Context: an optimization exercise on an open-source flow, tuned for small area. The choices shown serve that exercise and are no tape-out recipe.
The RTL was checked by simulation tests, not by an equivalence proof against the original design.
Power is estimated from default activity; no workload was simulated.

run 1:
==> flow/design.v (excerpt) <==
module mc3_engine (
    input  wire        clk,
    input  wire        rst,           
    input  wire        start,         
    input  wire [15:0] prog_len,      
    output wire [15:0] prog_addr,
    input  wire [7:0]  prog_rdata,
    output reg         mem_en,
    output reg         mem_we,
    output wire [24:0] mem_addr,
    output wire [23:0] mem_wdata,
    input  wire [23:0] mem_rdata,
    output wire        done,
    output wire [1:0]  fault,
    output wire [15:0] pc,
    output wire [24:0] mem_len
);
    localparam [1:0] OC_LC = 2'd0, OC_LM = 2'd1, OC_ST = 2'd2, OC_SQ = 2'd3;
    localparam [1:0] S_IDLE = 2'd0, S_F1 = 2'd1, S_TR = 2'd2, S_EX = 2'd3;
    reg [24:0] q1, q2, q3;
    reg [15:0] pc_r;
    reg [24:0] mlen_r;
    reg [1:0]  fault_r;
    reg        done_r;
    reg        f0;            
    reg [1:0]  st;
    reg [1:0]  oc;
    reg [1:0]  ph;
    reg [4:0]  cnt;
    assign mem_addr = q1;
    assign done     = done_r;
    assign fault    = fault_r;
    assign pc       = pc_r;
    assign mem_len  = mlen_r;
    reg  [3:0] f;
    reg  [16:0] pa;
    reg         pa_ge;
    reg         pa_c;
    integer     i;
    always @(*) begin
        pa_c = 1'b0;
        for (i = 0; i < 16; i = i + 1) begin
            if (i < 4) begin
                pa[i] = pc_r[i] ^ f[i] ^ pa_c;
                pa_c  = (pc_r[i] & f[i]) | (pa_c & (pc_r[i] ^ f[i]));
            end else begin
                pa[i] = pc_r[i] ^ pa_c;
                pa_c  = pc_r[i] & pa_c;
  ...
Size in the first run: ~620 cells after synthesis, about 130 flip-flops, about 160 I/O pins, roughly 6500 sq um of cells after synthesis.
export LEC_CHECK = 0
export CAP_MARGIN = 20
export CORE_MARGIN = 2
export CORE_UTILIZATION = 40
export PLACE_DENSITY = 0.8
export SLEW_MARGIN = 20
create_clock -name core_clock -period 8.0 [get_ports {clk}]
standard.sh (not shown) runs the stock make flow with config.mk's settings and CLKGATE_MAP_FILE= SYNTH_SCRIPT=/design/flow/synth_recipe.tcl, a recipe that flattens the netlist after the stock synthesis.
==> flow/flow/run.sh <==
#!/bin/bash
# The standard layout (standard.sh) with three changes:
#  - synthesis maps the logic with an area-oriented ABC script (synth_area.tcl)
#  - port buffers use the smallest buffer cell
#  - the clock tree has no dummy balancing loads, clkbuf_4 leaves
set -euo pipefail
export FLOW_SYNTH_TCL="$PWD/synth_recipe.tcl"
export AREA_ABC_SCRIPT="$PWD/flow/area.abc"
bash standard.sh \
  "SYNTH_SCRIPT=$PWD/flow/synth_area.tcl" \
  "BUFFER_PORTS_ARGS=-buffer_cell sky130_fd_sc_hd__buf_1" \
  "CTS_ARGS=-sink_clustering_enable -repair_clock_nets -dont_use_dummy_load -root_buf sky130_fd_sc_hd__clkbuf_16 -buf_list sky130_fd_sc_hd__clkbuf_4" \
  finish > flow_standard.log 2>&1
==> flow/flow/area.abc <==
strash
ifraig
scorr
dc2
strash
&get -n
&deepsyn -J 200
&put
strash
&get -n
&dch -f
&nf -a
&put
mfs2
strash
&get -n
&dch -f
&nf -a
&put
topo
==> flow/flow/synth_area.tcl <==
# The standard synthesis (synth_recipe.tcl), except that the combinational
# logic is mapped with the area-oriented ABC script in area.abc instead of
# ORFS's speed script. Registers are untouched by ABC.
proc abc {args} {
  set out {}
  set skip 0
  foreach a $args {
    if {$skip} { set skip 0; continue }
    if {$a eq "-script"} { set skip 1; continue }
    lappend out $a
  }
  yosys abc -script $::env(AREA_ABC_SCRIPT) {*}$out
}
source $::env(FLOW_SYNTH_TCL)
Run 1 went all the way through synthesis, placement and routing and the layout is clean on timing, DRC and antenna.
For run 2, these inputs were changed with respect to run 1:
# run 1
export LEC_CHECK = 0
export CAP_MARGIN = 20
export CORE_MARGIN = 2
export CORE_UTILIZATION = 40
export PLACE_DENSITY = 0.8
export SLEW_MARGIN = 20
create_clock -name core_clock -period 8.0 [get_ports {clk}]
# run 2
export LEC_CHECK = 0
export CAP_MARGIN = 0
export CORE_MARGIN = 2
export CORE_UTILIZATION = 40
export SLEW_MARGIN = 0
create_clock -name core_clock -period 8.0 [get_ports {clk}]
--- a/flow/flow/run.sh
+++ b/flow/flow/run.sh
@@ -10,4 +10,4 @@
   "SYNTH_SCRIPT=$PWD/flow/synth_area.tcl" \
   "BUFFER_PORTS_ARGS=-buffer_cell sky130_fd_sc_hd__buf_1" \
-  "CTS_ARGS=-sink_clustering_enable -repair_clock_nets -dont_use_dummy_load -root_buf sky130_fd_sc_hd__clkbuf_16 -buf_list sky130_fd_sc_hd__clkbuf_4" \
+  "CTS_ARGS=-sink_clustering_enable -repair_clock_nets -dont_use_dummy_load -root_buf sky130_fd_sc_hd__clkbuf_16 -buf_list sky130_fd_sc_hd__clkbuf_4 sky130_fd_sc_hd__clkbuf_8" \
   finish > flow_standard.log 2>&1
--- a/flow/flow/area.abc
+++ b/flow/flow/area.abc
@@ -3,8 +3,4 @@
 scorr
 dc2
-strash
-&get -n
-&deepsyn -J 200
-&put
 strash
 &get -n
Notes after the runs:
- For run 2, the flow was terminated by a tool error in 4_1_cts and produced no final design.
- Run 2 ended with more overall die width than run 1.
- | number of placement rows | lower: run 1 |
- Against run 1, run 2 comes in about 5% lower on mean instance size in the synthesized netlist.
- Placed cell count came out higher on run 2 than on run 1.
--- input diff run 2..run 3 ---
==> flow/flow/run.sh <==
#!/bin/bash
set -euo pipefail
bash standard.sh \
  "BUFFER_PORTS_ARGS=-buffer_cell sky130_fd_sc_hd__buf_1" \
  "CTS_ARGS=-sink_clustering_enable -repair_clock_nets -dont_use_dummy_load -buf_list sky130_fd_sc_hd__clkbuf_8" \
  finish > flow_standard.log 2>&1
removed: flow/flow/area.abc
removed: flow/flow/synth_area.tcl
==> comparison <==
Run 3: full flow OK, the timing, DRC and antenna checks passed
Of run 2 and run 3, run 3 shows the higher final HPWL from detailed placement, with run 2 below it.
Re placer congestion estimate: run 2 was higher than run 3.
In the reports for run 2 and run 3, the smaller cell area after technology mapping belongs to run 2.
Measured against each other, run 2 and run 3 differ in total instance count after detailed placement, the higher figure coming from run 3.
Compared with run 2, run 3 shows a area fraction in compound gates after synthesis that is 0.95 points lower.
Run 3 vs run 2: post-synthesis area per instance up in run 3
Run 3 — post-synthesis cell count about 5.6% higher, run 2 as reference
For run 4, these inputs were changed with respect to run 3:
==> flow/flow/run.sh <==
#!/bin/bash
set -euo pipefail
bash standard.sh \
  "BUFFER_PORTS_ARGS=-buffer_cell sky130_fd_sc_hd__buf_1" \
  "CTS_ARGS=-sink_clustering_enable -repair_clock_nets -dont_use_dummy_load -root_buf sky130_fd_sc_hd__clkbuf_16 -buf_list sky130_fd_sc_hd__clkbuf_4" \
  finish > flow_standard.log 2>&1
Results
- Max freq run 3 -> run 4: improved
- Post-route cell area delta (run 4 − run 3): favourable
- When run 4 is measured against run 3, its proportion of power drawn by the clock network turns out 3.8 points lower.
- Relative to run 3, total vias in the final route increased by 72 in run 4.
- Between run 4 and run 3, it is run 4 whose wire length on met3 is higher, by about 20%.
- Cmp run 4 vs run 3: wire length higher in run 4
- Overall power after layout: run 4 vs run 3 down about 5%
diff inputs: run 4 => run 5
# run 4
export LEC_CHECK = 0
export CAP_MARGIN = 0
export CORE_MARGIN = 2
export CORE_UTILIZATION = 40
export SLEW_MARGIN = 0
create_clock -name core_clock -period 8.0 [get_ports {clk}]
# run 5
export LEC_CHECK = 0
export CAP_MARGIN = 0
export CORE_MARGIN = 2
export CORE_UTILIZATION = 40
export CTS_BUF_LIST = sky130_fd_sc_hd__clkbuf_8
export CTS_CLUSTER_DIAMETER = 300
export CTS_CLUSTER_SIZE = 50
export SLEW_MARGIN = 0
create_clock -name core_clock -period 8.0 [get_ports {clk}]
==> flow/flow/run.sh <==
#!/bin/bash
set -euo pipefail
bash standard.sh "BUFFER_PORTS_ARGS=-buffer_cell sky130_fd_sc_hd__buf_1" finish > flow_standard.log 2>&1
[summary]
As far as number of global-route vias before repair is concerned, run 4 and run 5 perform about the same. Run 5 -> run 4: die height delta 0, exact match. Global-route usage: run 4 vs run 5 — no meaningful difference. Side by side, cell area turned out higher in run 5 than in run 4. Fraction of standard cell area in multi-input logic (lower): run 5. [diff] total net switching power, run 5 relative to run 4: regression. The clock group share of total power reported for run 5 is greater than that of run 4 by 8.8 points. | total power after layout | higher: run 5 |. Utilization after layout sits higher in run 5 than in run 4.
For run 6, these inputs were changed with respect to run 5:
# run 5
export LEC_CHECK = 0
export CAP_MARGIN = 0
export CORE_MARGIN = 2
export CORE_UTILIZATION = 40
export CTS_BUF_LIST = sky130_fd_sc_hd__clkbuf_8
export CTS_CLUSTER_DIAMETER = 300
export CTS_CLUSTER_SIZE = 50
export SLEW_MARGIN = 0
create_clock -name core_clock -period 8.0 [get_ports {clk}]
# run 6
export LEC_CHECK = 0
export CAP_MARGIN = 20
export CORE_MARGIN = 2
export CORE_UTILIZATION = 60
export PLACE_DENSITY = 0.8
export SLEW_MARGIN = 20
create_clock -name core_clock -period 8.0 [get_ports {clk}]
==> flow/flow/run.sh <==
#!/bin/bash
# The standard layout (standard.sh) with three changes:
#  - synthesis maps the logic with an area-oriented ABC script (synth_area.tcl)
#  - port buffers use the smallest buffer cell
#  - the clock tree has no dummy balancing loads, clkbuf_4 leaves
set -euo pipefail
export FLOW_SYNTH_TCL="$PWD/synth_recipe.tcl"
export AREA_ABC_SCRIPT="$PWD/flow/area.abc"
bash standard.sh \
  "SYNTH_SCRIPT=$PWD/flow/synth_area.tcl" \
  "BUFFER_PORTS_ARGS=-buffer_cell sky130_fd_sc_hd__buf_1" \
  "CTS_ARGS=-sink_clustering_enable -repair_clock_nets -dont_use_dummy_load -buf_list sky130_fd_sc_hd__clkbuf_8" \
  finish > flow_standard.log 2>&1
==> flow/flow/area.abc (new file) <==
strash
ifraig
scorr
dc2
strash
&get -n
&deepsyn -J 200
&put
strash
&get -n
&dch -f
&nf -a
&put
mfs2
strash
&get -n
&dch -f
&nf -a
&put
topo
==> flow/flow/synth_area.tcl (new file) <==
# The standard synthesis (synth_recipe.tcl), except that the combinational
# logic is mapped with the area-oriented ABC script in area.abc instead of
# ORFS's speed script. Registers are untouched by ABC.
proc abc {args} {
  set out {}
  set skip 0
  foreach a $args {
    if {$skip} { set skip 0; continue }
    if {$a eq "-script"} { set skip 1; continue }
    lappend out $a
  }
  yosys abc -script $::env(AREA_ABC_SCRIPT) {*}$out
}
source $::env(FLOW_SYNTH_TCL)
Findings:
- Against run 5, run 6 comes in 3.5 points higher on sequential share of layout area.
- A critical-path cell with the highest stage delay of a211oi_1 is what run 6 shows, while nor4_2 belongs to run 5.
- Diff run 5 -> run 6: register area has remained practically unchanged; total power lost about 25%; number of ordinary inverters in the final layout climbed 18%; number of placed instances, taps included -about 14%.
- Taking run 5 as the reference, in run 6 portion of total power attributed to sequential cells climbed 8.4 points, maximum resistive drop on vdd went up, number of global-route vias before repair shows an increase of 1.6%.

[what the ideal ports hide]
Ports are ideal in the flow. The routed layouts listed here were re-timed in OpenROAD. Step 1 assumes that a clkbuf_16 drives the clock port and a buf_2 every other input. Step 2, shift: input delay + t, output delay - t, t = (earliest + latest rising clock arrival at the registers) / 2. This alone moves slack from input paths to output paths. Three values: ideal ports, drivers, drivers and shift; two values: the first two.
| run | t, ns | setup WS [ns] | hold slack, ns | clock arrival spread, ns | slew at the worst register clock pin (ns) |
|---|---|---|---|---|---|
| run 1 | 0.396 | 0.782 / 0.739 / 0.404 | 0.290 / 0.290 / 0.290 | 0.046 / 0.045 | 0.12 / 0.12 |
| run 3 | 0.460 | 0.562 / 0.525 / 0.409 | 0.317 / 0.317 / 0.317 | 0.027 / 0.027 | 0.08 / 0.08 |
| run 4 | 0.397 | 0.628 / 0.586 / 0.415 | 0.317 / 0.317 / 0.317 | 0.040 / 0.040 | 0.12 / 0.12 |
| run 5 | 0.476 | 0.531 / 0.494 / 0.417 | 0.327 / 0.327 / 0.327 | 0.011 / 0.011 | 0.08 / 0.08 |
| run 6 | 0.469 | 0.470 / 0.470 / 0.470 | 0.318 / 0.318 / 0.318 | 0.036 / 0.036 | 0.09 / 0.09 |
After both steps setup and hold are still met in every run listed. For run 1, which loses most, drivers alone change the setup slack by -0.043 ns; drivers and shift together by -0.378 ns.
